From an optimization exercise on the open Yosys and OpenROAD flow, aimed at small area, a short achievable clock period and few clock cycles per item; shortcuts taken in it are not production practice.
Function was checked by simulation only, so behaviour that the tests miss may differ from the original.

==> design/flow/config.mk <==
export PLATFORM = sky130hd
export DESIGN_NAME = zi_lea128
export DESIGN_NICKNAME = zi_lea128
export VERILOG_FILES = /design/flow/design.v
export SDC_FILE = /design/flow/constraint.sdc
export NUM_CORES = 4
export LEC_CHECK = 0
export ABC_AREA = 1
export CAP_MARGIN = 20
export CORE_MARGIN = 2
export CORE_UTILIZATION = 40
export SLEW_MARGIN = 20
==> design/flow/constraint.sdc <==
create_clock -name core_clock -period 12.0 [get_ports {clk}]
set_input_delay 2.4000 -clock core_clock [delete_from_list [all_inputs] [get_ports {clk}]]
set_output_delay 2.4000 -clock core_clock [all_outputs]
set_load 0.01 [all_outputs]
==> design/flow/design.v <==
module zi_lea128 (
    input  wire         clk,
    input  wire         rst,           
    input  wire         in_valid,
    output wire         in_ready,
    input  wire         in_decrypt,    
    input  wire [127:0] in_key,
    input  wire [127:0] in_block,
    output reg          out_valid,
    output wire [127:0] out_block
);
    localparam [2:0] S_IDLE = 3'd0,
                     S_KEY  = 3'd1,    
                     S_ENC  = 3'd2,
                     S_DEC  = 3'd3,
                     S_KLD  = 3'd4;    
    reg [2:0]  state;
    reg [4:0]  rnd;
    reg [31:0] x0, x1, x2, x3;         
    reg [31:0] t0, t1, t2, t3;         
    reg [31:0] c0, c1, c2, c3;         
    reg        kvalid;                 
    assign in_ready = (state == S_IDLE);
    wire   in_fire  = in_valid && in_ready;
    wire [31:0] kw0 = {in_key[103:96], in_key[111:104], in_key[119:112], in_key[127:120]};
    wire [31:0] kw1 = {in_key[71:64], in_key[79:72], in_key[87:80], in_key[95:88]};
    wire [31:0] kw2 = {in_key[39:32], in_key[47:40], in_key[55:48], in_key[63:56]};
    wire [31:0] kw3 = {in_key[7:0], in_key[15:8], in_key[23:16], in_key[31:24]};
    wire [31:0] bw0 = {in_block[103:96], in_block[111:104], in_block[119:112], in_block[127:120]};
    wire [31:0] bw1 = {in_block[71:64], in_block[79:72], in_block[87:80], in_block[95:88]};
    wire [31:0] bw2 = {in_block[39:32], in_block[47:40], in_block[55:48], in_block[63:56]};
    wire [31:0] bw3 = {in_block[7:0], in_block[15:8], in_block[23:16], in_block[31:24]};
    assign out_block = {x0[7:0], x0[15:8], x0[23:16], x0[31:24],
                        x1[7:0], x1[15:8], x1[23:16], x1[31:24],
                        x2[7:0], x2[15:8], x2[23:16], x2[31:24],
                        x3[7:0], x3[15:8], x3[23:16], x3[31:24]};
    wire hit = kvalid && ({kw0[0],    kw0[31:1],  kw1[2:0],  kw1[31:3],
                           kw2[5:0],  kw2[31:6],  kw3[10:0], kw3[31:11]}
                          == {t0, t1, t2, t3});
    reg [31:0] dc;
    always @(*) begin
        case (rnd)
            5'd0:  dc = 32'hc3efe9db;
            5'd1:  dc = 32'h88c4d604;
            5'd2:  dc = 32'he789f229;
            5'd3:  dc = 32'hc6f98763;
            5'd4:  dc = 32'h3efe9dbc;
            5'd5:  dc = 32'h8c4d6048;
            5'd6:  dc = 32'h789f229e;
            5'd7:  dc = 32'h6f98763c;
            5'd8:  dc = 32'hefe9dbc3;
            5'd9:  dc = 32'hc4d60488;
            5'd10: dc = 32'h89f229e7;
            5'd11: dc = 32'hf98763c6;
            5'd12: dc = 32'hfe9dbc3e;
            5'd13: dc = 32'h4d60488c;
            5'd14: dc = 32'h9f229e78;
            5'd15: dc = 32'h98763c6f;
            5'd16: dc = 32'he9dbc3ef;
            5'd17: dc = 32'hd60488c4;
            5'd18: dc = 32'hf229e789;
            5'd19: dc = 32'h8763c6f9;
            5'd20: dc = 32'h9dbc3efe;
            5'd21: dc = 32'h60488c4d;
            5'd22: dc = 32'h229e789f;
            default: dc = 32'h763c6f98;
        endcase
    end
    wire        bwd = (state == S_DEC);
    wire [31:0] d0 = dc                    ^ {32{bwd}};
    wire [31:0] d1 = {dc[30:0], dc[31]}    ^ {32{bwd}};
    wire [31:0] d2 = {dc[29:0], dc[31:30]} ^ {32{bwd}};
    wire [31:0] d3 = {dc[28:0], dc[31:29]} ^ {32{bwd}};
    wire [31:0] a0 = t0 + d0 + {31'd0, bwd};
    wire [31:0] a1 = t1 + d1 + {31'd0, bwd};
    wire [31:0] a2 = t2 + d2 + {31'd0, bwd};
    wire [31:0] a3 = t3 + d3 + {31'd0, bwd};
    wire [31:0] f0 = {a0[30:0], a0[31]};           
    wire [31:0] f1 = {a1[28:0], a1[31:29]};        
    wire [31:0] f2 = {a2[25:0], a2[31:26]};        
    wire [31:0] f3 = {a3[20:0], a3[31:21]};        
    wire [31:0] g0 = {a0[0],    a0[31:1]};         
    wire [31:0] g1 = {a1[2:0],  a1[31:3]};         
    wire [31:0] g2 = {a2[5:0],  a2[31:6]};         
    wire [31:0] g3 = {a3[10:0], a3[31:11]};        
    wire [31:0] r0 = {t0[30:0], t0[31]};
    wire [31:0] r1 = {t1[28:0], t1[31:29]};
    wire [31:0] r2 = {t2[25:0], t2[31:26]};
    wire [31:0] r3 = {t3[20:0], t3[31:21]};
    wire [31:0] e_s0 = (x0 ^ f0) + (x1 ^ f1);
    wire [31:0] e_s1 = (x1 ^ f2) + (x2 ^ f1);
    wire [31:0] e_s2 = (x2 ^ f3) + (x3 ^ f1);
    wire [31:0] e_y0 = {e_s0[22:0], e_s0[31:23]};    
    wire [31:0] e_y1 = {e_s1[4:0],  e_s1[31:5]};     
    wire [31:0] e_y2 = {e_s2[2:0],  e_s2[31:3]};     
    wire [31:0] k12  = r1 ^ r2;
    wire [31:0] k13  = r1 ^ r3;
    wire [31:0] d_m0 = {x0[8:0],  x0[31:9]}  - (x3 ^ r0);     
    wire [31:0] d_m1 = {x1[26:0], x1[31:27]} - (d_m0 ^ k12);  
    wire [31:0] d_m2 = {x2[28:0], x2[31:29]} - (d_m1 ^ k13);  
    wire [31:0] d_y1 = d_m0 ^ r1;
    wire [31:0] d_y2 = d_m1 ^ r1;
    wire [31:0] d_y3 = d_m2 ^ r1;
    always @(posedge clk) begin
        case (state)
            S_IDLE: begin
                {x0, x1, x2, x3} <= {bw0, bw1, bw2, bw3};
                if (in_valid) begin
                    if (in_decrypt && hit)
                        {t0, t1, t2, t3} <= {c0, c1, c2, c3};
                    else
                        {t0, t1, t2, t3} <= {kw0, kw1, kw2, kw3};
                end
            end
            S_KEY: begin
                {t0, t1, t2, t3} <= {f0, f1, f2, f3};
                if (rnd == 5'd23)
                    {c0, c1, c2, c3} <= {a0, a1, a2, a3};
            end
            S_KLD: begin
                {t0, t1, t2, t3} <= {c0, c1, c2, c3};
            end
            S_ENC: begin
                {t0, t1, t2, t3} <= {f0, f1, f2, f3};
                {x0, x1, x2, x3} <= {e_y0, e_y1, e_y2, x0};
            end
            default: begin  
                {t0, t1, t2, t3} <= {g0, g1, g2, g3};
                {x0, x1, x2, x3} <= {x3, d_y1, d_y2, d_y3};
            end
        endcase
    end
    always @(posedge clk) begin
        if (rst) begin
            state     <= S_IDLE;
            rnd       <= 5'd0;
            out_valid <= 1'b0;
            kvalid    <= 1'b0;
        end else begin
            out_valid <= 1'b0;
            case (state)
                S_IDLE: begin
                    if (in_fire) begin
                        kvalid <= 1'b0;
                        if (!in_decrypt) begin
                            rnd   <= 5'd0;
                            state <= S_ENC;
                        end else if (hit) begin
                            rnd   <= 5'd23;
                            state <= S_DEC;
                        end else begin
                            rnd   <= 5'd0;
                            state <= S_KEY;
                        end
                    end
                end
                S_KEY: begin
                    if (rnd == 5'd23) begin
                        state <= S_KLD;           
                    end else begin
                        rnd <= rnd + 5'd1;
                    end
                end
                S_KLD: begin
                    state <= S_DEC;
                end
                S_ENC: begin
                    rnd <= rnd + 5'd1;
                    if (rnd == 5'd23) begin
                        out_valid <= 1'b1;
                        state     <= S_IDLE;
                    end
                end
                default: begin  
                    rnd <= rnd - 5'd1;
                    if (rnd == 5'd0) begin
                        out_valid <= 1'b1;
                        kvalid    <= 1'b1;
                        state     <= S_IDLE;
                    end
                end
            endcase
        end
    end
endmodule
==> design/flow/run.sh <==
#!/bin/bash
# synth_recipe.tcl (not shown) runs the flow's synth.tcl, then flattens the netlist and writes it again
# the make line also repeats each setting of config.mk as NAME=value (left out here)
make -C /OpenROAD-flow-scripts/flow DESIGN_CONFIG=/design/flow/config.mk WORK_HOME=/design/flow/orfs CLKGATE_MAP_FILE= SYNTH_SCRIPT=/design/flow/synth_recipe.tcl finish
==> results of run 1 <==
[metal layers]
metal	vias to the layer above	track usage (%)	wire (µm)
met2	4123	69.90	113600
li1	21330	-	-
met5	-	0	126
met3	987	15.38	39810
met4	18	38.74	28160
met1	23650	62.23	105300
[logic make-up (layout without fill, tap and decap cells)]
family,count (synthesis),after routing,synth area share [%]
AOI/OAI and AO/OA,1288,1288,17.38
xor gates and xnor gates,604,604,12.52
buffers and inverters,828,1230,7.258
adders and majority gates,328,328,9.576
and+or+nand+nor,2579,2579,24.96
DFF,426,426,28.30
other,0,8,0
[flip-flops by register name (all words and copies together), names as in the netlist, 3 cells and up]
name,flops
x1,32
dc,32
x0,32
c2,32
t0,32
x2,32
t1,32
c1,32
t3,32
t2,32
state,3
rnd,5
c3,32
x3,32
c0,32
[through the flow]
step	worst slack [ns]	std cells	utilization (%)	hold slack [ns]
after floorplan	6.165	6053	-	0.4334
after global placement	3.686	7770	45.43	0.4498
after detailed placement	3.715	7770	45.46	0.4668
after CTS	3.670	7869	47.03	0.4749
after global routing	2.949	7870	47.08	0.5027
final	3.439	7877	47.10	0.4774
[worst min-delay path, cell delays in order (launching register included)]
cell,delay (ns)
dfxtp_1,0.31
nand2_1,0.07
a21oi_1,0.05
[worst min path at each step]
stage	from	endpoint	slack (ns)	cells after the start
after global placement	kvalid$_SDFFE_PP0P_	kvalid$_SDFFE_PP0P_	0.45	2
after global routing	kvalid$_SDFFE_PP0P_	kvalid$_SDFFE_PP0P_	0.50	2
after floorplan	kvalid$_SDFFE_PP0P_	kvalid$_SDFFE_PP0P_	0.43	2
after detailed placement	kvalid$_SDFFE_PP0P_	kvalid$_SDFFE_PP0P_	0.47	2
after CTS	kvalid$_SDFFE_PP0P_	kvalid$_SDFFE_PP0P_	0.47	2
final	kvalid$_SDFFE_PP0P_	kvalid$_SDFFE_PP0P_	0.48	2
[cell type report]
type	instances	area, µm²	area share (%)
clock inverters	31	240.2	0.4692
multi-input cells	4799	28340	55.35
clock buffers	68	1468	2.867
diodes	8	20.02	0.03910
flip-flops and latches	426	12370	24.17
repair buffers	464	4469	8.730
well taps	1414	1769	3.456
inverters	667	2522	4.927
[cells in the mapped netlist (6+ instances only)]
cell type,number
buf_1,18
nor4_1,29
ha_1,317
nor2_1,424
a21oi_1,553
xnor2_1,135
a221oi_1,12
nand2_2,9
clkbuf_1,111
xor2_1,450
a21o_1,41
inv_2,18
nor3_1,62
xor2_2,13
nand3_1,286
o21ai_0,306
a22oi_1,45
a21boi_0,12
nand3b_1,16
inv_1,649
dfxtp_1,42
o2111ai_1,36
o21bai_1,36
o211ai_1,80
o22ai_1,11
or2_2,74
o21ai_2,7
o31ai_1,8
a31oi_1,28
o21a_1,32
nand2_1,1528
o221ai_1,42
buf_2,24
o21ai_1,12
edfxtp_1,384
nand4_1,120
fa_1,11
nand3_2,6
a211oi_1,6
nor2_2,8
==> flow_summary.yaml, run 1 <==
route:
  drtIter0Drc: 7717
  drc: 0
  num_vias: 50110
  avgRoutedWirePerCell_um: 36.43
  drt-total-wl_um: 287000
  drtPass1Iterations: 9
  antenna_left: 0
  avgViaCountPerCell: 6.361
timing:
  tns_ns: 0
  fmax_mhz: 116.8
  setup_viol: 0
  rsz0062_at_grt: "no"
  drv_slew: 0
  fin_crit_ns: 8.561
  finalCritPeriodShare_pct: 71.34
  finClkSkew_ns: 0.04986
  tightest_slew_ns: 1.334
  hold_violations: 0
  slew-limit-headroom_pct: 10.43
setup_path:
  required_ns: 12.55
  crit_type: "flop to flop"
  rr_worst_depth: 32
  crit_family: "compound AO/OA/AOI/OAI gates"
  path_max_fanout: 5
  worstSetupPathDepth: 32
  crit_end: "x3[28]$_DFFE_PN_"
  critPathSlowestCell: "xor2_1"
  worstPathBufferInverterCount: 2
  arrival_ns: 9.11
  reg2reg_from: "x3[2]$_DFFE_PN_"
  critPathMaxStageDelay_ns: 0.76
  crit_start: "x3[2]$_DFFE_PN_"
  start_kind: "flop"
  end_kind: "flop"
  r2r_slack_ns: 3.44
  r2r-end: "x3[28]$_DFFE_PN_"
synthesis:
  synth_area_leaders: "edfxtp_1 26%, nand2_1 13%, ha_1 9.1%"
  synth_edf_count: 384
  synth_top_area_share_pct: 26.38
  synth_seq_cells: 426
  synth_cell_types: 66
  netlist_area_um2: 43720
  synthFlopType: "edfxtp_1"
  ys_seq_area_share_pct: 28.30
  syn_inst: 6053
  syn-num-nets: 6641
  ys_warn_count: 1
  postSynthAreaPerCell_um2: 7.222
  ys_async_sr_fraction_pct: 0
  synth_top_area_cell: "edfxtp_1"
cells_and_area:
  layout_common_cells: "1,526 x nand2_1, 643 x inv_1, 553 x a21oi_1"
  fin_area_um2: 51200
  final_layout_size_suffix_gt1_share_pct: 5.174
  final_nets: 7000
  n_fill_cell: 11090
  area_growth_pct: 17.11
  final_common_cell: "nand2_1"
status:
  outcome: "complete, no violations"
floorplanning:
  rows: 121
  coreArea_um2: 108700
  initial_core_util_pct: 40.22
  die_h_um: 334.6
  die_x_um: 334.6
  dieArea_um2: 112000
  io_pins: 390
clocking:
  cts.clk_slew.worst_paths_ns: 0.06
  clock_latency_ns: 0.71
  cts_tree: "yes"
  cts.sink_count: 426
  numCtsBuffers: 54
  post_cts_buffers: 0
  cts_hold_buf: 0
  cts_htree_levels: 2
  cts_buffer_depth: 3
  cts_root_buffer: "clkbuf_16"
  cts.repair.resized: 0
global_route:
  grt_max_degree: 153
  antenna_found_initial: 23
  grt_pass1_wl_um: 378000
  grt_pass1_vias: 45750
  grt_usage_pct: 49.45
  overflow: 0
job:
  cap_viol_max_count: 0
place:
  hpwl_um: 233800
  port_buffers: 389
  place.gp.congestion: 1.129
  place_area_um2: 49410
min_path:
  hp-class: "flop to flop"
Testbench counts, summed over its fixed seeds: cycles 21,283, blocks 768.
==> run 2: changes to the inputs <==
--- a/design/flow/config.mk
+++ b/design/flow/config.mk
@@ -10,3 +10,4 @@
 export CORE_MARGIN = 2
 export CORE_UTILIZATION = 40
+export SETUP_SLACK_MARGIN = 5
 export SLEW_MARGIN = 20
==> flow_summary.yaml, run 2 <==
clocking:
  cts_htree_levels: 2
  cts_buffer_depth: 3
  numCtsBuffers: 54
  cts.clk_slew.worst_paths_ns: 0.06
  cts_tree: "yes"
  cts.sink_count: 426
  clock_latency_ns: 0.71
  cts_hold_buf: 0
  cts_root_buffer: "clkbuf_16"
route:
  avgViaCountPerCell: 6.344
  drc: 0
  drtPass1Iterations: 7
  drt-total-wl_um: 288200
  num_vias: 50430
  antenna_left: 0
  avgRoutedWirePerCell_um: 36.25
  drtIter0Drc: 7964
setup_path:
  r2r_slack_ns: 4.91
  crit_type: "flop to flop"
  reg2reg_from: "x3[20]$_DFFE_PN_"
  start_kind: "flop"
  required_ns: 12.45
  arrival_ns: 7.54
  rr_worst_depth: 26
  r2r-end: "x3[31]$_DFFE_PN_"
  path_max_fanout: 6
  end_kind: "flop"
synthesis:
  syn-num-nets: 6641
  postSynthAreaPerCell_um2: 7.222
  netlist_area_um2: 43720
  ys_seq_area_share_pct: 28.30
  synth_compound_gate_area_share_pct: 17.38
  synth_fa_ha_area_share_pct: 9.576
  synth_top_area_share_pct: 26.38
  synth_mux_area_share_pct: 0
  synth_cell_types: 66
  yosys-top-cells-count: "1,528 x nand2_1, 649 x inv_1, 553 x a21oi_1"
  synth_xor_area_share_pct: 12.52
  syn_inst: 6053
  synth.most_common_cell: "nand2_1"
  ys_warn_count: 1
  synthFlopType: "edfxtp_1"
  synth_edf_count: 384
  synth_area_leaders: "edfxtp_1 26%, nand2_1 13%, ha_1 9.1%"
  ys_async_sr_fraction_pct: 0
  synth_seq_cells: 426
  synth_top_area_cell: "edfxtp_1"
  synth_top_family_by_area: "simple AND/OR/NAND/NOR gates"
  yosys.area_share.simple_pct: 24.96
floorplanning:
  die_h_um: 334.6
  rows: 121
  io_pins: 390
  initial_core_util_pct: 40.22
  dieArea_um2: 112000
  die_x_um: 334.6
  coreArea_um2: 108700
timing:
  slew-limit-headroom_pct: 9.323
  setup_ws_ns: 4.911
  setup_viol: 0
  hold_violations: 0
  drv_slew: 0
  tns_ns: 0
  finClkSkew_ns: 0.05156
  finalCritPeriodShare_pct: 59.08
  tightest_slew_ns: 1.350
  rsz0062_at_grt: "no"
  fin_crit_ns: 7.089
  fmax_mhz: 141.1
min_path:
  whs_endpoint: "kvalid$_SDFFE_PP0P_"
  hp-class: "flop to flop"
  min_from: "kvalid$_SDFFE_PP0P_"
  whs_path_depth: 2
cells_and_area:
  area_growth_pct: 19.57
  layout_common_cells: "1,514 x nand2_1, 642 x inv_1, 537 x a21oi_1"
  final_nets: 7071
  seqCellArea_um2: 12370
  final_layout_size_suffix_gt1_share_pct: 7.493
  final_common_cell: "nand2_1"
  layoutNonFillerInstCount: 7949
  multiInputGateArea_um2: 28860
  n_fill_cell: 11020
global_route:
  grt_pass1_vias: 45870
  grt_usage_pct: 49.56
  grt_pass1_wl_um: 379000
  grt_max_degree: 153
  antenna_found_initial: 22
  overflow: 0
job:
  cap_viol_max_count: 0
place:
  place.gp.congestion: 1.129
  pre_cts_ws_ns: 3.715
  dp_cells: 7770
  port_buffers: 389
  hpwl_um: 233800
status:
  outcome: "complete, no violations"
[run 2: cell counts after synthesis]
Identical to the previous run, type by type.
[run 2: layer usage]
metal / global-route usage [%] / share of wire [%] / routed length (µm)
met2: 70.16 / 40 / 114700
met1: 61.94 / 37 / 105200
met5: 0 / 0.042 / 122
met3: 15.95 / 14 / 40530
met4: 38.85 / 9.6 / 27540
[run 2: worst max-delay path by stage]
stage                     startpoint          endpoint  slack (ns)  cells past startpoint
floorplan            x3[0]$_DFFE_PN_  x3[28]$_DFFE_PN_        6.17                     35
global placement    t0[31]$_DFFE_PP_  x3[28]$_DFFE_PN_        3.69                     34
detailed placement   x3[2]$_DFFE_PN_  x3[28]$_DFFE_PN_        3.72                     32
CTS                  t0[1]$_DFFE_PP_  x3[31]$_DFFE_PN_        5.01                     33
global route        t0[31]$_DFFE_PP_  x3[31]$_DFFE_PN_        4.96                     35
finish              x3[20]$_DFFE_PN_  x3[31]$_DFFE_PN_        4.91                     26
[run 2: stage by stage]
stage / area [µm²] / hold slack [ns] / utilization (%)
2_1_floorplan: 43720 / 0.4334 / -
3_3_place_gp: 49380 / 0.4498 / 45.43
3_5_place_dp: 49410 / 0.4668 / 45.46
4_1_cts: 51430 / 0.4749 / 47.32
5_1_grt: 52250 / 0.5027 / 48.07
6_report: 52270 / 0.4783 / 48.09
[run 2: cell type report]
class / count / area share (%)
Antenna cell: 9 / 0.04308
Clock buffer: 68 / 2.808
Clock inverter: 31 / 0.4596
Inverter: 667 / 4.826
Multi-Input combinational cell: 4800 / 55.20
Sequential cell: 426 / 23.67
Tap cell: 1414 / 3.385
Timing Repair Buffer: 534 / 9.603
[run 2: critical path, stage by stage, from the launching register on]
cell       delay, ns
edfxtp_1        0.67
xnor2_1         0.22
ha_1            0.38
nand2_1         0.17
inv_1           0.05
a21oi_1         0.42
o21ai_0         0.18
a2111oi_0       0.52
nand2_1         0.18
xor2_1          0.84
xor2_1          0.23
ha_1            0.49
nand2_1         0.08
nor2_1          0.12
nand2_1         0.07
nand2_1         0.09
xnor2_1         0.17
xor2_1          0.53
ha_1            0.40
inv_1           0.09
nor3_2          0.06
a21oi_1         0.14
o211ai_1        0.11
a31oi_2         0.33
nand3_1         0.13
nand3_1         0.11
nand2_1         0.06
[run 2: cells by family (layout without fill, tap and decap cells)]
group | after synthesis | after routing
AO/OA/AOI/OAI | 1288 | 1288
XOR/XNOR | 604 | 604
adder cells (fa/ha/maj) | 328 | 328
buffers and inverters | 828 | 1300
flip-flops | 426 | 426
other | 0 | 9
AND/OR/NAND/NOR | 2579 | 2580
[run 2: timing repair]
action                     CTS  global route
gates resized for setup     39            75
setup endpoints to repair   27            60
pin swaps                    4            14
buffers inserted            14            56
gates cloned                 1             0
hold endpoints to repair     0             0
==> run 3: changes to the inputs <==
--- a/design/flow/design.v
+++ b/design/flow/design.v
@@ -21,5 +21,6 @@
     reg [31:0] c0, c1, c2, c3;         
     reg        kvalid;                 
-    assign in_ready = (state == S_IDLE);
+    reg    rdy;                        
+    assign in_ready = rdy;
     wire   in_fire  = in_valid && in_ready;
     wire [31:0] kw0 = {in_key[103:96], in_key[111:104], in_key[119:112], in_key[127:120]};
@@ -96,7 +97,27 @@
     wire [31:0] k12  = r1 ^ r2;
     wire [31:0] k13  = r1 ^ r3;
-    wire [31:0] d_m0 = {x0[8:0],  x0[31:9]}  - (x3 ^ r0);     
-    wire [31:0] d_m1 = {x1[26:0], x1[31:27]} - (d_m0 ^ k12);  
-    wire [31:0] d_m2 = {x2[28:0], x2[31:29]} - (d_m1 ^ k13);  
+    function [31:0] subks(input [31:0] x, input [31:0] y);
+        reg [32:0] g, p, gn, pn;
+        integer l, i;
+        begin
+            g = {x & ~y, 1'b1};
+            p = {x ^ ~y, 1'b0};
+            for (l = 1; l < 33; l = l * 2) begin
+                gn = g;
+                pn = p;
+                for (i = 0; i < 33; i = i + 1)
+                    if (i >= l) begin
+                        gn[i] = g[i] | (p[i] & g[i - l]);
+                        pn[i] = p[i] & p[i - l];
+                    end
+                g = gn;
+                p = pn;
+            end
+            subks = x ^ ~y ^ g[31:0];
+        end
+    endfunction
+    wire [31:0] d_m0 = subks({x0[8:0],  x0[31:9]},  x3 ^ r0);     
+    wire [31:0] d_m1 = subks({x1[26:0], x1[31:27]}, d_m0 ^ k12);  
+    wire [31:0] d_m2 = subks({x2[28:0], x2[31:29]}, d_m1 ^ k13);  
     wire [31:0] d_y1 = d_m0 ^ r1;
     wire [31:0] d_y2 = d_m1 ^ r1;
@@ -134,4 +155,5 @@
         if (rst) begin
             state     <= S_IDLE;
+            rdy       <= 1'b1;
             rnd       <= 5'd0;
             out_valid <= 1'b0;
@@ -143,4 +165,5 @@
                     if (in_fire) begin
                         kvalid <= 1'b0;
+                        rdy    <= 1'b0;
                         if (!in_decrypt) begin
                             rnd   <= 5'd0;
@@ -169,4 +192,5 @@
                     if (rnd == 5'd23) begin
                         out_valid <= 1'b1;
+                        rdy       <= 1'b1;
                         state     <= S_IDLE;
                     end
@@ -177,4 +201,5 @@
                         out_valid <= 1'b1;
                         kvalid    <= 1'b1;
+                        rdy       <= 1'b1;
                         state     <= S_IDLE;
                     end
--- a/design/flow/config.mk
+++ b/design/flow/config.mk
@@ -10,4 +10,3 @@
 export CORE_MARGIN = 2
 export CORE_UTILIZATION = 40
-export SETUP_SLACK_MARGIN = 5
 export SLEW_MARGIN = 20
==> flow_summary.yaml, run 3 <==
clocking:
  cts_tree: "yes"
  clock_latency_ns: 0.71
  cts_hold_buf: 0
  post_cts_buffers: 0
  cts_htree_levels: 2
  cts.clk_slew.worst_paths_ns: 0.06
  cts_root_buffer: "clkbuf_16"
  cts_buffer_depth: 3
  cts.repair.resized: 0
  numCtsBuffers: 55
  cts.sink_count: 427
setup_path:
  critPathMaxStageDelay_ns: 1.11
  crit_type: "flop to flop"
  worstSetupPathDepth: 26
  critPathSlowestCell: "o21ai_0"
  required_ns: 12.37
  crit_family: "compound AO/OA/AOI/OAI gates"
  rr_worst_depth: 26
  end_kind: "flop"
  start_kind: "flop"
  path_max_fanout: 5
  worstPathBufferInverterCount: 1
  crit_top_cell: "nand2_1"
  arrival_ns: 8.87
status:
  outcome: "complete, no violations"
timing:
  finClkSkew_ns: 0.03194
  hold_violations: 0
  drv_slew: 0
  tns_ns: 0
  tightest_slew_ns: 1.441
  setup_viol: 0
  fmax_mhz: 117.8
  fin_crit_ns: 8.492
  rsz0062_at_grt: "no"
  slew-limit-headroom_pct: 2.946
  finalCritPeriodShare_pct: 70.77
synthesis:
  netlist_area_um2: 43020
  ys_seq_area_share_pct: 28.81
  synth.most_common_cell: "nand2_1"
  synth_area_leaders: "edfxtp_1 27%, nand2_1 14%, ha_1 9.3%"
  synth_top_area_share_pct: 26.81
  postSynthAreaPerCell_um2: 7.203
  ys_warn_count: 1
  yosys-top-cells-count: "1,577 x nand2_1, 628 x inv_1, 500 x a21oi_1"
  synth_top_area_cell: "edfxtp_1"
  syn-num-nets: 6560
  synth_edf_count: 384
  syn_inst: 5972
  synth_cell_types: 64
  synth_seq_cells: 427
  synthFlopType: "edfxtp_1"
  ys_async_sr_fraction_pct: 0
min_path:
  hp-class: "flop to flop"
  whs_path_depth: 2
cells_and_area:
  layout_common_cells: "1,575 x nand2_1, 624 x inv_1, 500 x a21oi_1"
  final_common_cell: "nand2_1"
  n_fill_cell: 10870
  final_nets: 6940
  layoutNonFillerInstCount: 7812
  final_layout_size_suffix_gt1_share_pct: 5.127
  area_growth_pct: 18.42
global_route:
  grt_max_degree: 130
  antenna_found_initial: 19
  grt_usage_pct: 44.25
  grt_pass1_vias: 43200
  grt_pass1_wl_um: 341100
  overflow: 0
route:
  avgViaCountPerCell: 6.056
  antenna_left: 0
  drc: 0
  num_vias: 47310
  drt-total-wl_um: 252700
  avgRoutedWirePerCell_um: 32.35
  drtIter0Drc: 5958
  drtPass1Iterations: 6
floorplanning:
  die_h_um: 331.9
  initial_core_util_pct: 40.24
  die_x_um: 331.9
  dieArea_um2: 110200
  coreArea_um2: 106900
  io_pins: 390
  rows: 120
place:
  dp_cells: 7698
  place.gp.congestion: 1.146
  port_buffers: 389
  hpwl_um: 203400
job:
  cap_viol_max_count: 0
==> run 3: metal layers <==
layer	GRT usage [%]	vias up	wire length, µm
met5	0	-	51
met4	29.77	6	20810
met3	11.22	692	30320
met2	64.44	3092	103500
met1	57.64	22490	98010
li1	-	21030	-
==> run 3: final timing paths <==
path	end	start	slack [ns]
worst max-delay path	x3[29]$_DFFE_PN_	t0[31]$_DFFE_PP_	3.51
worst min-delay path	rdy$_SDFFE_PP1P_	rdy$_SDFFE_PP1P_	0.51
worst max register to register	x3[29]$_DFFE_PN_	t0[31]$_DFFE_PP_	3.51
worst min register to register	rdy$_SDFFE_PP1P_	rdy$_SDFFE_PP1P_	0.51
==> run 3: worst min-delay path: stages, from the launching register on <==
cell and delay [ns]:
dfxtp_1 0.35, a21oi_1 0.07, nand2_1 0.05
==> run 3: area by class of cell <==
class	instances	area, µm²	area share [%]
multi-input combinational	4741	27730	54.44
sequential	427	12390	24.33
timing repair buffer	482	4629	9.088
inverter	645	2429	4.768
tap	1403	1755	3.446
clock buffer	72	1503	2.950
clock inverter	31	474.2	0.9309
antenna	11	27.53	0.05404
==> run 3: cells by family (layout without fill, tap and decap cells) <==
group,count (synthesis),after routing,synth area share [%]
buffers and inverters,804,1230,7.173
flip-flops,427,427,28.81
adder cells (fa/ha/maj),328,328,9.680
other,0,11,0
XOR/XNOR,601,601,12.38
AND/OR/NAND/NOR,2524,2524,24.42
AO/OA/AOI/OAI,1288,1288,17.54
==> run 3: through the flow <==
stage | utilization, % | instance area, µm² | setup WS (ns) | hold WS, ns
2_1_floorplan | - | 43020 | 4.055 | 0.5114
3_3_place_gp | 45.75 | 48910 | 3.895 | 0.4854
3_5_place_dp | 45.76 | 48920 | 3.938 | 0.4852
4_1_cts | 47.61 | 50900 | 3.914 | 0.5042
5_1_grt | 47.63 | 50910 | 3.501 | 0.5262
6_report | 47.65 | 50940 | 3.508 | 0.5083
Testbench counts of run 3, summed over its fixed seeds: cycles 21,283, blocks 768.
==> run 4: changes to the inputs <==
--- a/design/flow/config.mk
+++ b/design/flow/config.mk
@@ -9,4 +9,5 @@
 export CAP_MARGIN = 20
 export CORE_MARGIN = 2
-export CORE_UTILIZATION = 40
+export CORE_UTILIZATION = 55
+export SETUP_SLACK_MARGIN = 5
 export SLEW_MARGIN = 20
==> flow_summary.yaml, run 4 <==
status:
  outcome: "complete, no violations"
min_path:
  min_from: "rdy$_SDFFE_PP1P_"
  whs_endpoint: "rdy$_SDFFE_PP1P_"
  whs_path_depth: 2
  hp-class: "flop to flop"
floorplanning:
  die_x_um: 283.7
  initial_core_util_pct: 55.53
  coreArea_um2: 77470
  dieArea_um2: 80460
  rows: 102
  io_pins: 390
  die_h_um: 283.7
timing:
  slew-limit-headroom_pct: 8.826
  fin_crit_ns: 6.889
  finClkSkew_ns: 0.04568
  hold_violations: 0
  timing.hold.ws_ns: 0.5110
  finalCritPeriodShare_pct: 57.41
  drv_slew: 0
  tightest_slew_ns: 1.363
  fmax_mhz: 145.2
  rsz0062_at_grt: "yes"
  tns_ns: 0
  setup_viol: 0
route:
  avgViaCountPerCell: 6.639
  drtPass1Iterations: 13
  drt-total-wl_um: 233300
  avgRoutedWirePerCell_um: 31.21
  num_vias: 49620
  drtIter0Drc: 7876
  antenna_left: 0
  drc: 0
setup_path:
  rr_worst_depth: 26
  arrival_ns: 7.42
  end_kind: "flop"
  required_ns: 12.53
  r2r_slack_ns: 5.11
  crit_type: "flop to flop"
  reg2reg_from: "t0[11]$_DFFE_PP_"
  start_kind: "flop"
  r2r-end: "x3[26]$_DFFE_PN_"
  path_max_fanout: 5
synthesis:
  syn_inst: 5972
  ys_warn_count: 1
  yosys-top-cells-count: "1,577 x nand2_1, 628 x inv_1, 500 x a21oi_1"
  synth_seq_cells: 427
  synth.most_common_cell: "nand2_1"
  synth_top_area_cell: "edfxtp_1"
  synth_top_area_share_pct: 26.81
  ys_async_sr_fraction_pct: 0
  ys_seq_area_share_pct: 28.81
  synthFlopType: "edfxtp_1"
  synth_area_leaders: "edfxtp_1 27%, nand2_1 14%, ha_1 9.3%"
  netlist_area_um2: 43020
  synth_cell_types: 64
  synth_edf_count: 384
  syn-num-nets: 6560
  postSynthAreaPerCell_um2: 7.203
cells_and_area:
  final_nets: 6953
  layout_common_cells: "1,567 x nand2_1, 624 x inv_1, 491 x a21oi_1"
  final_layout_size_suffix_gt1_share_pct: 6.304
  final_common_cell: "nand2_1"
  area_growth_pct: 18.20
global_route:
  grt_pass1_wl_um: 320200
  grt_pass1_vias: 45250
  grt_usage_pct: 55.54
  antenna_found_initial: 21
  overflow: 0
  grt_max_degree: 99
clocking:
  cts_htree_levels: 2
  cts_root_buffer: "clkbuf_16"
  cts.clk_slew.worst_paths_ns: 0.06
  numCtsBuffers: 52
  cts_buffer_depth: 3
  cts.sink_count: 427
  clock_latency_ns: 0.67
  cts_tree: "yes"
place:
  port_buffers: 389
  place.gp.congestion: 1.161
  hpwl_um: 183000
job:
  cap_viol_max_count: 0
==> run 4: worst max path at each step <==
| stage | start | endpoint |
|---|---|---|
| 6_report | t0[11]$_DFFE_PP_ | x3[26]$_DFFE_PN_ |
| 3_3_place_gp | state[1]$_SDFFE_PP0P_ | x2[28]$_DFFE_PN_ |
| 4_1_cts | state[1]$_SDFFE_PP0P_ | x2[28]$_DFFE_PN_ |
| 3_5_place_dp | state[1]$_SDFFE_PP0P_ | x2[28]$_DFFE_PN_ |
| 2_1_floorplan | rnd[1]$_SDFFE_PP0P_ | dc[24]$_DFF_P_ |
| 5_1_grt | t0[31]$_DFFE_PP_ | x3[30]$_DFFE_PN_ |
==> run 4: what timing repair did <==
item,in CTS,in global routing
hold buffers,0,0
resized for setup,25,66
gates cloned,1,0
setup endpoints to repair,40,60
pin swaps,2,16
setup buffers,1,29
==> run 4: cell families (layout without fill, tap and decap cells) <==
group | count (synthesis) | in the layout | share of synthesized area, %
xor gates and xnor gates | 601 | 601 | 12.38
other | 0 | 25 | 0
DFF | 427 | 427 | 28.81
adders and majority gates | 328 | 328 | 9.680
AOI/OAI and AO/OA | 1288 | 1288 | 17.54
and+or+nand+nor | 2524 | 2525 | 24.42
buffers and inverters | 804 | 1240 | 7.173
==> run 4: through the flow <==
stage | setup slack, ns | area, µm² | util, % | std cells
global route | 4.944 | 50780 | 65.56 | 7450
detailed placement | 4.179 | 48240 | 62.27 | 7320
global placement | 4.337 | 48220 | 62.24 | 7320
floorplan | 6.223 | 43020 | - | 5972
CTS | 4.947 | 50190 | 64.79 | 7420
finish | 5.111 | 50840 | 65.63 | 7474
==> run 4: per-layer routing <==
layer	track usage [%]	vias up	part of all wire (%)
met1	64.42	22590	33
met2	77.24	4643	39
li1	-	21060	-
met4	45.67	12	11
met5	0.4167	-	0.061
met3	26.46	1315	17
==> run 4: critical path, stage by stage (launching register included) <==
cell	delay, ns
edfxtp_1	0.64
xnor2_1	0.25
ha_1	0.37
a21o_1	0.21
a31o_2	0.21
a21oi_1	0.11
nand2_1	0.15
a21oi_1	0.26
xor2_2	0.36
xor2_1	0.15
ha_1	0.38
nand2_1	0.17
nor4_2	0.40
nand3_1	0.13
nand3_1	0.27
xor2_2	0.31
xor2_1	0.12
ha_1	0.42
nand2_1	0.17
nor4_2	0.37
nand2_1	0.10
nand3_1	0.20
nand2_1	0.08
o211ai_1	0.16
xor2_1	0.54
nand2_1	0.12
nand3_1	0.10
==> run 4: layout make-up <==
type | instances | area, µm²
multi-input combinational | 4742 | 28180
clock buffer | 72 | 1475
timing repair buffer | 497 | 4717
inverter | 645 | 2430
antenna | 25 | 62.56
sequential | 427 | 12390
clock inverter | 26 | 289.0
fill | 6710 | 26620
tap | 1040 | 1301
==> run 5: changes to the inputs <==
==> design/flow/flow/run.sh (new file) <==
#!/bin/bash
# The standard layout (standard.sh: standard synthesis, then ORFS to
# finish), with one change: the buffer that ORFS puts on every input and
# output port is the platform's smallest buffer, buf_1, rather than the cell
# buffer_ports picks on its own (clkdlybuf4s50_1). The repair steps after it
# still resize port buffers where timing, slew or load call for it.
set -euo pipefail
export BUFFER_PORTS_ARGS="-buffer_cell sky130_fd_sc_hd__buf_1"
bash standard.sh > standard.log 2>&1
==> design/flow/standard.sh (new file) <==
#!/bin/bash
# synth_recipe.tcl (not shown) runs the flow's synth.tcl, then flattens the netlist and writes it again
# the make line also repeats each setting of config.mk as NAME=value (left out here)
make -C /OpenROAD-flow-scripts/flow DESIGN_CONFIG=/design/flow/config.mk WORK_HOME=/design/flow/orfs CLKGATE_MAP_FILE= SYNTH_SCRIPT=/design/flow/synth_recipe.tcl "${@:-finish}"
--- a/design/flow/config.mk
+++ b/design/flow/config.mk
@@ -9,5 +9,5 @@
 export CAP_MARGIN = 20
 export CORE_MARGIN = 2
-export CORE_UTILIZATION = 55
+export CORE_UTILIZATION = 40
 export SETUP_SLACK_MARGIN = 5
 export SLEW_MARGIN = 20
removed: design/flow/run.sh
==> flow_summary.yaml, run 5 <==
status:
  outcome: "complete, no violations"
clocking:
  cts_root_buffer: "clkbuf_16"
  clock_latency_ns: 0.69
  numCtsBuffers: 55
  cts_buffer_depth: 3
  cts_hold_buf: 0
  cts_htree_levels: 2
  cts.clk_slew.worst_paths_ns: 0.06
  cts.sink_count: 427
  cts_tree: "yes"
setup_path:
  start_kind: "flop"
  critPathSlowestCell: "edfxtp_1"
  crit_type: "flop to flop"
  path_max_fanout: 5
  arrival_ns: 7.40
  critPathMaxStageDelay_ns: 0.61
  required_ns: 12.54
  end_kind: "flop"
timing:
  setup_viol: 0
  fin_crit_ns: 6.857
  rsz0062_at_grt: "yes"
  finClkSkew_ns: 0.01691
  drv_slew: 0
  slew-limit-headroom_pct: 13.13
  tns_ns: 0
  tightest_slew_ns: 1.294
  hold_violations: 0
  finalCritPeriodShare_pct: 57.14
  fmax_mhz: 145.8
cells_and_area:
  seqCellArea_um2: 12390
  final_nets: 7015
  multiInputGateArea_um2: 28390
  n_fill_cell: 11130
  layout_common_cells: "1,560 x nand2_1, 624 x inv_1, 485 x a21oi_1"
  area_growth_pct: 14.95
  final_layout_size_suffix_gt1_share_pct: 7.713
  fin_area_um2: 49440
  final_common_cell: "nand2_1"
synthesis:
  syn-num-nets: 6560
  synth.most_common_cell: "nand2_1"
  ys_warn_count: 1
  synth_edf_count: 384
  ys_async_sr_fraction_pct: 0
  synth_top_area_share_pct: 26.81
  synth_seq_cells: 427
  postSynthAreaPerCell_um2: 7.203
  ys_seq_area_share_pct: 28.81
  synth_area_leaders: "edfxtp_1 27%, nand2_1 14%, ha_1 9.3%"
  synth_cell_types: 64
  syn_inst: 5972
  netlist_area_um2: 43020
  synth_top_area_cell: "edfxtp_1"
  yosys-top-cells-count: "1,577 x nand2_1, 628 x inv_1, 500 x a21oi_1"
  synthFlopType: "edfxtp_1"
route:
  num_vias: 47780
  antenna_left: 0
  drt-total-wl_um: 260700
  avgViaCountPerCell: 6.063
  drc: 0
  drtIter0Drc: 6503
  drtPass1Iterations: 8
  avgRoutedWirePerCell_um: 33.08
floorplanning:
  die_h_um: 331.9
  coreArea_um2: 106900
  initial_core_util_pct: 40.24
  rows: 120
  die_x_um: 331.9
  io_pins: 390
  dieArea_um2: 110200
global_route:
  antenna_found_initial: 18
  grt_max_degree: 130
  grt_usage_pct: 45.65
  grt_pass1_wl_um: 349600
  grt_pass1_vias: 44090
  overflow: 0
place:
  port_buffers: 389
  place.gp.congestion: 1.106
  place_area_um2: 46550
  hpwl_um: 209900
job:
  cap_viol_max_count: 0
min_path:
  hp-class: "flop to flop"
[run 5: final cells by class]
class                   instances  share of cell area, %
well taps                    1403                  3.550
repair buffers                556                  5.539
flip-flops and latches        427                  25.07
multi-input cells            4742                  57.41
clock buffers                  66                  2.973
diodes                          7                0.03543
inverters                     645                  4.914
clock inverters                34                 0.5086
[run 5: cell families (layout without fill, tap and decap cells)]
group / Yosys count / after routing / synth area share [%]
adders and majority gates: 328 / 328 / 9.680
DFF: 427 / 427 / 28.81
xor gates and xnor gates: 601 / 601 / 12.38
other: 0 / 7 / 0
buffers and inverters: 804 / 1301 / 7.173
and+or+nand+nor: 2524 / 2525 / 24.42
AOI/OAI and AO/OA: 1288 / 1288 / 17.54
[run 5: final timing paths]
| kind | end | slack [ns] | start | cells after the start |
|---|---|---|---|---|
| worst max register to register | x3[28]$_DFFE_PN_ | 5.14 | t0[10]$_DFFE_PP_ | 31 |
| worst min register to register | rdy$_SDFFE_PP1P_ | 0.51 | rdy$_SDFFE_PP1P_ | 2 |
| worst max-delay path | x3[28]$_DFFE_PN_ | 5.14 | t0[10]$_DFFE_PP_ | 31 |
| worst min-delay path | rdy$_SDFFE_PP1P_ | 0.51 | rdy$_SDFFE_PP1P_ | 2 |
[run 5: worst max-delay path: cells and delay by family (launching register included)]
| family | cells | cell delay (ns) |
|---|---|---|
| xor gates and xnor gates | 6 | 1.26 |
| AOI/OAI and AO/OA | 8 | 1.64 |
| DFF | 1 | 0.61 |
| and+or+nand+nor | 11 | 1.64 |
| buffers and inverters | 3 | 0.40 |
| adders and majority gates | 3 | 1.17 |
[run 5: routing by layer]
layer | routed length [µm] | share of wire (%) | vias up | GRT usage (%)
li1 | - | - | 21150 | -
met1 | 99360 | 38 | 22740 | 58.29
met2 | 109100 | 42 | 3140 | 67.75
met3 | 31160 | 12 | 732 | 11.94
met4 | 20940 | 8.0 | 12 | 30.48
met5 | 85 | 0.033 | - | 0
[run 5: what timing repair did]
| action | in CTS | in global routing |
|---|---|---|
| hold endpoints to repair | 0 | 0 |
| gates resized for setup | 46 | 90 |
| cloned | 1 | 0 |
| setup endpoints to repair | 30 | 43 |
| pin swaps | 8 | 11 |
| buffers inserted | 28 | 34 |
[run 5: per-stage QoR]
step	util, %	setup slack [ns]	hold slack, ns	cells
floorplan	-	6.223	0.5114	5972
global placement	43.54	4.050	0.4750	7710
detailed placement	43.55	4.186	0.5055	7710
CTS	45.62	5.016	0.5218	7839
global route	46.24	4.902	0.5432	7873
finish	46.25	5.143	0.5121	7880
==> run 6: changes to the inputs <==
--- a/design/flow/config.mk
+++ b/design/flow/config.mk
@@ -10,4 +10,5 @@
 export CORE_MARGIN = 2
 export CORE_UTILIZATION = 40
+export CTS_BUF_LIST = sky130_fd_sc_hd__clkbuf_8
 export SETUP_SLACK_MARGIN = 5
 export SLEW_MARGIN = 20
==> flow_summary.yaml, run 6 <==
synthesis:
  ys_async_sr_fraction_pct: 0
  netlist_area_um2: 43020
  synthFlopType: "edfxtp_1"
  yosys-top-cells-count: "1,577 x nand2_1, 628 x inv_1, 500 x a21oi_1"
  synth_cell_types: 64
  synth_top_area_cell: "edfxtp_1"
  synth_seq_cells: 427
  syn-num-nets: 6560
  ys_seq_area_share_pct: 28.81
  syn_inst: 5972
  synth_top_area_share_pct: 26.81
  postSynthAreaPerCell_um2: 7.203
  synth.most_common_cell: "nand2_1"
  synth_area_leaders: "edfxtp_1 27%, nand2_1 14%, ha_1 9.3%"
  ys_warn_count: 1
  synth_edf_count: 384
cells_and_area:
  area_growth_pct: 14.48
  final_nets: 7034
  final_layout_size_suffix_gt1_share_pct: 7.812
  final_common_cell: "nand2_1"
  n_fill_cell: 11190
  layout_common_cells: "1,562 x nand2_1, 647 x inv_1, 484 x a21oi_1"
  fin_area_um2: 49240
  multiInputGateArea_um2: 28360
  seqCellArea_um2: 12390
clocking:
  cts_htree_levels: 3
  cts.sink_count: 427
  cts_buffer_depth: 3
  cts_hold_buf: 0
  clock_latency_ns: 0.79
  numCtsBuffers: 85
  cts_tree: "yes"
  cts_root_buffer: "clkbuf_8"
  cts.clk_slew.worst_paths_ns: 0.06
setup_path:
  arrival_ns: 7.60
  crit_start: "t0[31]$_DFFE_PP_"
  crit_top_cell: "nand2_1"
  worstPathBufferInverterCount: 2
  r2r_slack_ns: 5.03
  worstSetupPathDepth: 30
  critPathSlowestCell: "xor2_2"
  path_max_fanout: 5
  end_kind: "flop"
  crit_family: "XOR/XNOR gates"
  reg2reg_from: "t0[31]$_DFFE_PP_"
  required_ns: 12.63
  start_kind: "flop"
  r2r-end: "x3[16]$_DFFE_PN_"
  rr_worst_depth: 30
  crit_end: "x3[16]$_DFFE_PN_"
  crit_type: "flop to flop"
  critPathMaxStageDelay_ns: 0.54
place:
  port_buffers: 389
  pre_cts_ws_ns: 4.186
  place_area_um2: 46550
  place.gp.congestion: 1.106
  hpwl_um: 209900
global_route:
  antenna_found_initial: 19
  grt_pass1_vias: 44310
  grt_max_degree: 130
  overflow: 0
  grt_usage_pct: 45.70
  grt_pass1_wl_um: 349800
timing:
  rsz0062_at_grt: "yes"
  setup_viol: 0
  drv_slew: 0
  hold_violations: 0
  fin_crit_ns: 6.972
  finalCritPeriodShare_pct: 58.10
  tns_ns: 0
  finClkSkew_ns: 0.04257
  slew-limit-headroom_pct: 15.33
  fmax_mhz: 143.4
  tightest_slew_ns: 1.261
  setup_ws_ns: 5.028
route:
  met2_wirelength_um: 108400
  drt-total-wl_um: 260700
  avgRoutedWirePerCell_um: 32.86
  met1_length_um: 100200
  drc: 0
  drtPass1Iterations: 8
  top_layer_used: "met5"
  antenna_left: 0
  met3_length_um: 30700
  num_vias: 47980
  avgViaCountPerCell: 6.049
  drtIter0Drc: 6433
floorplanning:
  rows: 120
  coreArea_um2: 106900
  dieArea_um2: 110200
  initial_core_util_pct: 40.24
  die_x_um: 331.9
  io_pins: 390
  die_h_um: 331.9
status:
  outcome: "complete, no violations"
min_path:
  hp-class: "flop to flop"
job:
  cap_viol_max_count: 0
-- run 6: repair_timing --
item,4_1_cts,5_1_grt
gates cloned,1,0
pin swaps,8,10
buffers inserted,25,26
setup endpoints to repair,28,43
resized for setup,46,84
-- run 6: tightest hold or removal path: stages (launching register included) --
cell and delay (ns):
dfxtp_1 0.35, a21oi_1 0.07, nand2_1 0.06
-- run 6: cell type report --
cell class / count / area share, %
diodes: 14 / 0.07114
repair buffers: 545 / 5.419
inverters: 645 / 4.934
clock inverters: 67 / 0.7444
well taps: 1403 / 3.565
multi-input cells: 4742 / 57.58
clock buffers: 90 / 2.515
flip-flops and latches: 427 / 25.17
-- run 6: worst min-delay path by stage --
stage	start	endpoint	cells after the start
after floorplan	kvalid$_SDFFE_PP0P_	kvalid$_SDFFE_PP0P_	2
after global placement	rdy$_SDFFE_PP1P_	rdy$_SDFFE_PP1P_	2
after detailed placement	rdy$_SDFFE_PP1P_	rdy$_SDFFE_PP1P_	2
after CTS	rdy$_SDFFE_PP1P_	rdy$_SDFFE_PP1P_	2
after global routing	rdy$_SDFFE_PP1P_	rdy$_SDFFE_PP1P_	2
final	rdy$_SDFFE_PP1P_	rdy$_SDFFE_PP1P_	2
-- run 6: cell families after synthesis --
| kind of cell | synth area share (%) |
|---|---|
| adder cells (fa/ha/maj) | 9.680 |
| AO/OA/AOI/OAI | 17.54 |
| flip-flops | 28.81 |
| buffers and inverters | 7.173 |
| AND/OR/NAND/NOR | 24.42 |
| XOR/XNOR | 12.38 |
-- run 6: per-layer routing --
metal  vias up  global-route usage [%]
li1      21200                       -
met1     22890                   58.17
met2      3175                   66.95
met3       707                   12.33
met4        10                   32.24
met5         -                       0
-- run 6: per-stage QoR --
step / utilization, % / hold WS (ns) / cells
finish: 46.07 / 0.5090 / 7933
global route: 46.04 / 0.5434 / 7921
CTS: 45.49 / 0.5209 / 7893
detailed placement: 43.55 / 0.5055 / 7710
global placement: 43.54 / 0.4750 / 7710
floorplan: - / 0.5114 / 5972
==> run 7: changes to the inputs <==
--- a/design/flow/design.v
+++ b/design/flow/design.v
@@ -127,10 +127,8 @@
             S_IDLE: begin
                 {x0, x1, x2, x3} <= {bw0, bw1, bw2, bw3};
-                if (in_valid) begin
-                    if (in_decrypt && hit)
-                        {t0, t1, t2, t3} <= {c0, c1, c2, c3};
-                    else
-                        {t0, t1, t2, t3} <= {kw0, kw1, kw2, kw3};
-                end
+                if (in_decrypt && hit)
+                    {t0, t1, t2, t3} <= {c0, c1, c2, c3};
+                else
+                    {t0, t1, t2, t3} <= {kw0, kw1, kw2, kw3};
             end
             S_KEY: begin
@@ -163,6 +161,6 @@
             case (state)
                 S_IDLE: begin
+                    kvalid <= 1'b0;
                     if (in_fire) begin
-                        kvalid <= 1'b0;
                         rdy    <= 1'b0;
                         if (!in_decrypt) begin
--- a/design/flow/config.mk
+++ b/design/flow/config.mk
@@ -10,5 +10,4 @@
 export CORE_MARGIN = 2
 export CORE_UTILIZATION = 40
-export CTS_BUF_LIST = sky130_fd_sc_hd__clkbuf_8
 export SETUP_SLACK_MARGIN = 5
 export SLEW_MARGIN = 20
==> flow_summary.yaml, run 7 <==
synthesis:
  syn-num-nets: 6588
  synth_edf_count: 256
  yosys-top-cells-count: "1,601 x nand2_1, 614 x inv_1, 489 x a21oi_1"
  synth_seq_cells: 427
  synth_top_area_share_pct: 18.37
  syn_inst: 6000
  ys_seq_area_share_pct: 26.55
  postSynthAreaPerCell_um2: 6.975
  synth_top_area_cell: "edfxtp_1"
  synth.most_common_cell: "nand2_1"
  ys_async_sr_fraction_pct: 0
  ys_warn_count: 1
  synthFlopType: "edfxtp_1"
  synth_cell_types: 65
  synth_area_leaders: "edfxtp_1 18%, nand2_1 14%, ha_1 9.6%"
  netlist_area_um2: 41850
floorplanning:
  dieArea_um2: 107200
  coreArea_um2: 103600
  die_h_um: 327.5
  rows: 118
  io_pins: 390
  die_x_um: 327.5
  initial_core_util_pct: 40.38
timing:
  fin_crit_ns: 6.954
  drv_slew: 0
  tightest_slew_ns: 1.351
  finClkSkew_ns: 0.03836
  hold_violations: 0
  finalCritPeriodShare_pct: 57.95
  rsz0062_at_grt: "yes"
  slew-limit-headroom_pct: 9.624
  tns_ns: 0
  setup_ws_ns: 5.046
  fmax_mhz: 143.8
  setup_viol: 0
clocking:
  clock_latency_ns: 0.73
  cts_buffer_depth: 3
  cts_tree: "yes"
  cts.sink_count: 427
  cts_htree_levels: 2
  cts_hold_buf: 0
  numCtsBuffers: 54
  cts.clk_slew.worst_paths_ns: 0.07
  cts_root_buffer: "clkbuf_16"
route:
  avgRoutedWirePerCell_um: 33.20
  drtPass1Iterations: 6
  drt-total-wl_um: 261400
  drtIter0Drc: 6651
  antenna_left: 0
  num_vias: 47910
  avgViaCountPerCell: 6.086
  drc: 0
setup_path:
  crit_type: "flop to flop"
  critPathMaxStageDelay_ns: 0.52
  critPathSlowestCell: "edfxtp_1"
  required_ns: 12.43
  path_max_fanout: 5
  crit_start: "x3[6]$_DFFE_PN_"
  r2r_slack_ns: 5.05
  end_kind: "flop"
  reg2reg_from: "x3[6]$_DFFE_PN_"
  crit_top_cell: "nand2_1"
  arrival_ns: 7.39
  start_kind: "flop"
min_path:
  min_from: "c2[0]$_DFFE_PP_"
  hp-class: "flop to flop"
cells_and_area:
  fin_area_um2: 48830
  final_layout_size_suffix_gt1_share_pct: 8.251
  final_common_cell: "nand2_1"
  layout_common_cells: "1,582 x nand2_1, 608 x inv_1, 464 x a21oi_1"
  final_nets: 7026
  area_growth_pct: 16.69
  n_fill_cell: 10780
  layoutNonFillerInstCount: 7872
place:
  pre_cts_ws_ns: 3.453
  port_buffers: 389
  hpwl_um: 214800
  place_area_um2: 45180
  dp_cells: 7698
  place.gp.congestion: 1.099
global_route:
  antenna_found_initial: 16
  overflow: 0
  grt_pass1_vias: 42960
  grt_max_degree: 80
  grt_usage_pct: 46.92
  grt_pass1_wl_um: 347800
status:
  outcome: "complete, no violations"
job:
  cap_viol_max_count: 0
## run 7: cell types whose count changed after synthesis, moves of 10 or more
| cell | before | now |
|---|---|---|
| or2_2 | 66 | 48 |
| nand2_1 | 1577 | 1601 |
| nor2_1 | 393 | 431 |
| a21boi_0 | 11 | 22 |
| o21ai_0 | 374 | 398 |
| o21ai_1 | 10 | 20 |
| inv_1 | 628 | 614 |
| o211ai_1 | 92 | 72 |
| edfxtp_1 | 384 | 256 |
| xor2_1 | 398 | 409 |
| a21oi_1 | 500 | 489 |
| nand4_1 | 90 | 75 |
| dfxtp_1 | 43 | 171 |
| nand3_1 | 292 | 261 |
## run 7: final timing paths
path / cells after the start / endpoint
worst max-delay path: 38 / x3[31]$_DFFE_PN_
worst min-delay path: 2 / t2[0]$_DFF_P_
worst max register to register: 38 / x3[31]$_DFFE_PN_
worst min register to register: 2 / t2[0]$_DFF_P_
## run 7: cells by family (layout without fill, tap and decap cells)
logic type / after synthesis / count (layout) / synth area share [%]
xor gates and xnor gates: 603 / 603 / 12.82
AOI/OAI and AO/OA: 1305 / 1305 / 18.26
adders and majority gates: 328 / 328 / 9.950
buffers and inverters: 802 / 1285 / 7.352
other: 0 / 8 / 0
and+or+nand+nor: 2535 / 2536 / 25.06
DFF: 427 / 427 / 26.55
## run 7: what timing repair did
item	CTS	global route
buffers inserted	16	47
gates cloned	1	0
gates resized for setup	101	109
setup endpoints to repair	66	40
pin swaps	9	13
hold endpoints to repair	0	0
## run 7: cell type report
type | count | area, µm² | area share [%]
Antenna cell | 8 | 20.02 | 0.04100
Clock buffer | 66 | 1478 | 3.026
Clock inverter | 36 | 544.3 | 1.115
Inverter | 638 | 2409 | 4.932
Multi-Input combinational cell | 4772 | 28880 | 59.13
Sequential cell | 427 | 11120 | 22.78
Tap cell | 1380 | 1727 | 3.536
Timing Repair Buffer | 545 | 2656 | 5.440
## run 7: stage by stage
stage	util (%)	hold slack, ns
CTS	46.19	0.4877
global route	47.10	0.5107
global placement	43.58	0.4625
detailed placement	43.59	0.4725
finish	47.11	0.4854
floorplan	-	0.4507
## run 7: critical path: cells and delay by family (launching register included)
family,cells,cell delay [ns]
AND/OR/NAND/NOR,19,2.18
AO/OA/AOI/OAI,10,1.83
adder cells (fa/ha/maj),3,1.07
XOR/XNOR,3,0.66
flip-flops,1,0.52
buffers and inverters,3,0.37
## run 7: per-layer routing
metal / global-route usage, % / up-vias / routed length, µm
met5: 0 / - / 93
met4: 32.75 / 12 / 21940
met3: 12.64 / 719 / 33440
met2: 66.58 / 3385 / 105100
met1: 61.50 / 22750 / 100800
li1: - / 21050 / -
Testbench counts of run 7, summed over its fixed seeds: cycles 21,283, blocks 768.
==> run 8: changes to the inputs <==
--- a/design/flow/config.mk
+++ b/design/flow/config.mk
@@ -10,4 +10,5 @@
 export CORE_MARGIN = 2
 export CORE_UTILIZATION = 40
+export PLACE_DENSITY = 0.7
 export SETUP_SLACK_MARGIN = 5
 export SLEW_MARGIN = 20
==> flow_summary.yaml, run 8 <==
synthesis:
  synth_xor_area_share_pct: 12.82
  synth_fa_ha_area_share_pct: 9.950
  ys_warn_count: 1
  ys_async_sr_fraction_pct: 0
  synth.most_common_cell: "nand2_1"
  yosys-top-cells-count: "1,601 x nand2_1, 614 x inv_1, 489 x a21oi_1"
  netlist_area_um2: 41850
  synth_top_family_by_area: "simple AND/OR/NAND/NOR gates"
  synth_compound_gate_area_share_pct: 18.26
  yosys.area_share.simple_pct: 25.06
  synth_seq_cells: 427
  syn_inst: 6000
  synth_edf_count: 256
  postSynthAreaPerCell_um2: 6.975
  ys_seq_area_share_pct: 26.55
  synthFlopType: "edfxtp_1"
  synth_top_area_share_pct: 18.37
  synth_top_area_cell: "edfxtp_1"
  syn-num-nets: 6588
  synth_area_leaders: "edfxtp_1 18%, nand2_1 14%, ha_1 9.6%"
  synth_cell_types: 65
  synth_mux_area_share_pct: 0
timing:
  drv_slew: 0
  fmax_mhz: 143.4
  tns_ns: 0
  fin_crit_ns: 6.972
  slew-limit-headroom_pct: 12.82
  rsz0062_at_grt: "no"
  hold_violations: 0
  setup_viol: 0
  finClkSkew_ns: 0.04654
  timing.hold.ws_ns: 0.4753
  tightest_slew_ns: 1.301
  finalCritPeriodShare_pct: 58.10
route:
  drc: 0
  drtPass1Iterations: 6
  drt-total-wl_um: 267300
  avgRoutedWirePerCell_um: 33.94
  avgViaCountPerCell: 6.115
  drtIter0Drc: 7519
  antenna_left: 0
  num_vias: 48170
setup_path:
  start_kind: "flop"
  arrival_ns: 7.40
  crit_type: "flop to flop"
  reg2reg_from: "state[2]$_SDFFE_PP0P_"
  r2r_slack_ns: 5.03
  worstPathBufferInverterCount: 2
  required_ns: 12.43
  critPathMaxStageDelay_ns: 0.99
  crit_family: "XOR/XNOR gates"
  critPathSlowestCell: "xnor2_2"
  path_max_fanout: 12
  end_kind: "flop"
  r2r-end: "x0[8]$_DFFE_PN_"
  rr_worst_depth: 22
  path_cells: "inv_4, nand3_4, buf_4, xnor2_4, ha_1, nand2_1, o21ai_0, a21oi_1, nand2_1, a21oi_1, xnor2_2, xor2_1, ha_1, a21oi_1, o21ai_0, a21oi_1, nand3_1, nand3_1, and2_1, nand3_1, nand3_1, nand2_1"
cells_and_area:
  multiInputGateArea_um2: 28940
  final_layout_size_suffix_gt1_share_pct: 8.475
  area_growth_pct: 16.69
  seqCellArea_um2: 11130
  layoutNonFillerInstCount: 7877
  final_nets: 7033
  n_fill_cell: 10770
  final_common_cell: "nand2_1"
  layout_common_cells: "1,582 x nand2_1, 607 x inv_1, 454 x a21oi_1"
place:
  place.gp.congestion: 1.140
  dp_cells: 7706
  port_buffers: 389
  hpwl_um: 220600
min_path:
  whs_endpoint: "t3[2]$_DFF_P_"
  min_from: "c3[2]$_DFFE_PP_"
  hp-class: "flop to flop"
  whs_path_depth: 2
floorplanning:
  dieArea_um2: 107200
  die_x_um: 327.5
  die_h_um: 327.5
  io_pins: 390
  rows: 118
  coreArea_um2: 103600
  initial_core_util_pct: 40.38
global_route:
  grt_usage_pct: 48.07
  grt_max_degree: 176
  grt_pass1_wl_um: 355100
  overflow: 0
  grt_pass1_vias: 43070
  antenna_found_initial: 14
clocking:
  numCtsBuffers: 55
  cts.clk_slew.worst_paths_ns: 0.06
  cts_tree: "yes"
  cts_buffer_depth: 3
  cts_htree_levels: 2
  cts_root_buffer: "clkbuf_16"
  cts.sink_count: 427
  clock_latency_ns: 0.71
  cts_hold_buf: 0
status:
  outcome: "complete, no violations"
job:
  cap_viol_max_count: 0
[run 8: cell counts after synthesis]
No cell type changed its count.
[run 8: how the worst max path moves through the flow]
stage	startpoint	endpoint	cells after the start
CTS	x3[0]$_DFFE_PN_	x3[30]$_DFFE_PN_	32
detailed placement	x3[4]$_DFFE_PN_	x3[30]$_DFFE_PN_	31
floorplan	x3[4]$_DFFE_PN_	x3[31]$_DFFE_PN_	32
global placement	x3[0]$_DFFE_PN_	x3[30]$_DFFE_PN_	33
global route	x3[0]$_DFFE_PN_	x3[27]$_DFFE_PN_	35
finish	state[2]$_SDFFE_PP0P_	x0[8]$_DFFE_PN_	22
[run 8: cell type report]
cell class              instances  area share, %
diodes                          7        0.03587
clock buffers                  75          3.098
clock inverters                27         0.7020
inverters                     638          4.930
multi-input cells            4772          59.25
flip-flops and latches        427          22.79
well taps                    1380          3.536
repair buffers                551          5.660
[run 8: worst min-delay path, delay by kind of cell (launching register included)]
family | cells | cell delay (ns)
compound gates | 1 | 0.06
flops | 1 | 0.34
simple gates | 1 | 0.05
[run 8: logic make-up after synthesis]
logic type / after synthesis
flops: 427
fa+ha+maj: 328
xor+xnor: 603
compound gates: 1305
buf+inv: 802
simple gates: 2535
[run 8: stage by stage]
stage	worst slack [ns]	util [%]	instance area (µm²)
after floorplan	6.250	-	41850
after global placement	3.516	43.65	45240
after detailed placement	3.543	43.65	45240
after CTS	4.962	46.05	47730
after global routing	4.969	47.10	48820
final	5.028	47.12	48830
[run 8: routing by layer]
metal  vias up  share of wire (%)  global-route usage (%)
met2      3533                 40                   67.68
met4         6                7.5                   30.02
met3       664                 13                   13.88
li1      21080                  -                       -
met5         -              0.013                       0
met1     22880                 39                   64.19
[run 8: timing repair]
action                     in CTS  in global routing
gates cloned                    1                  0
pin swaps                       8                 25
setup buffers                  13                 47
setup endpoints to repair      68                 66
resized for setup              95                146

==> afterwards: timing with drivers on the ports <==
How much do the figures lean on ideal ports? The routed layouts below were timed once more, with nothing changed but the port constraints.
Step 1 assumes that a clkbuf_16 drives the clock port and a buf_2 every other input.
Step 2 moves the port delays by t, midway between the first and last clock arrival at a register: inputs arrive t later, outputs are due t later. That takes back most of the time a late clock gives input paths.
a / b / c = ideal ports / drivers / drivers and shift; a / b = the first two.
run | t (ns) | slack for setup (ns) | latest minus earliest clock arrival (ns) | pins driven straight from the clock port
run 1 | 0.762 | 3.439 / 3.439 / 3.439 | 0.050 / 0.050 | 1
run 2 | 0.766 | 4.911 / 4.911 / 4.585 | 0.052 / 0.051 | 1
run 3 | 0.763 | 3.508 / 3.508 / 3.508 | 0.032 / 0.032 | 1
run 4 | 0.722 | 5.111 / 5.111 / 4.783 | 0.046 / 0.046 | 1
run 5 | 0.756 | 5.143 / 5.143 / 4.532 | 0.017 / 0.017 | 1
run 6 | 0.834 | 5.028 / 5.028 / 4.429 | 0.043 / 0.043 | 1
run 7 | 0.786 | 5.046 / 5.046 / 5.013 | 0.039 / 0.039 | 1
run 8 | 0.756 | 5.028 / 5.028 / 5.028 | 0.046 / 0.047 | 1
After both steps setup and hold are still met in every run listed. The setup slack of run 5, which loses most, moves by 0.000 ns with the drivers and by -0.611 ns with both steps.
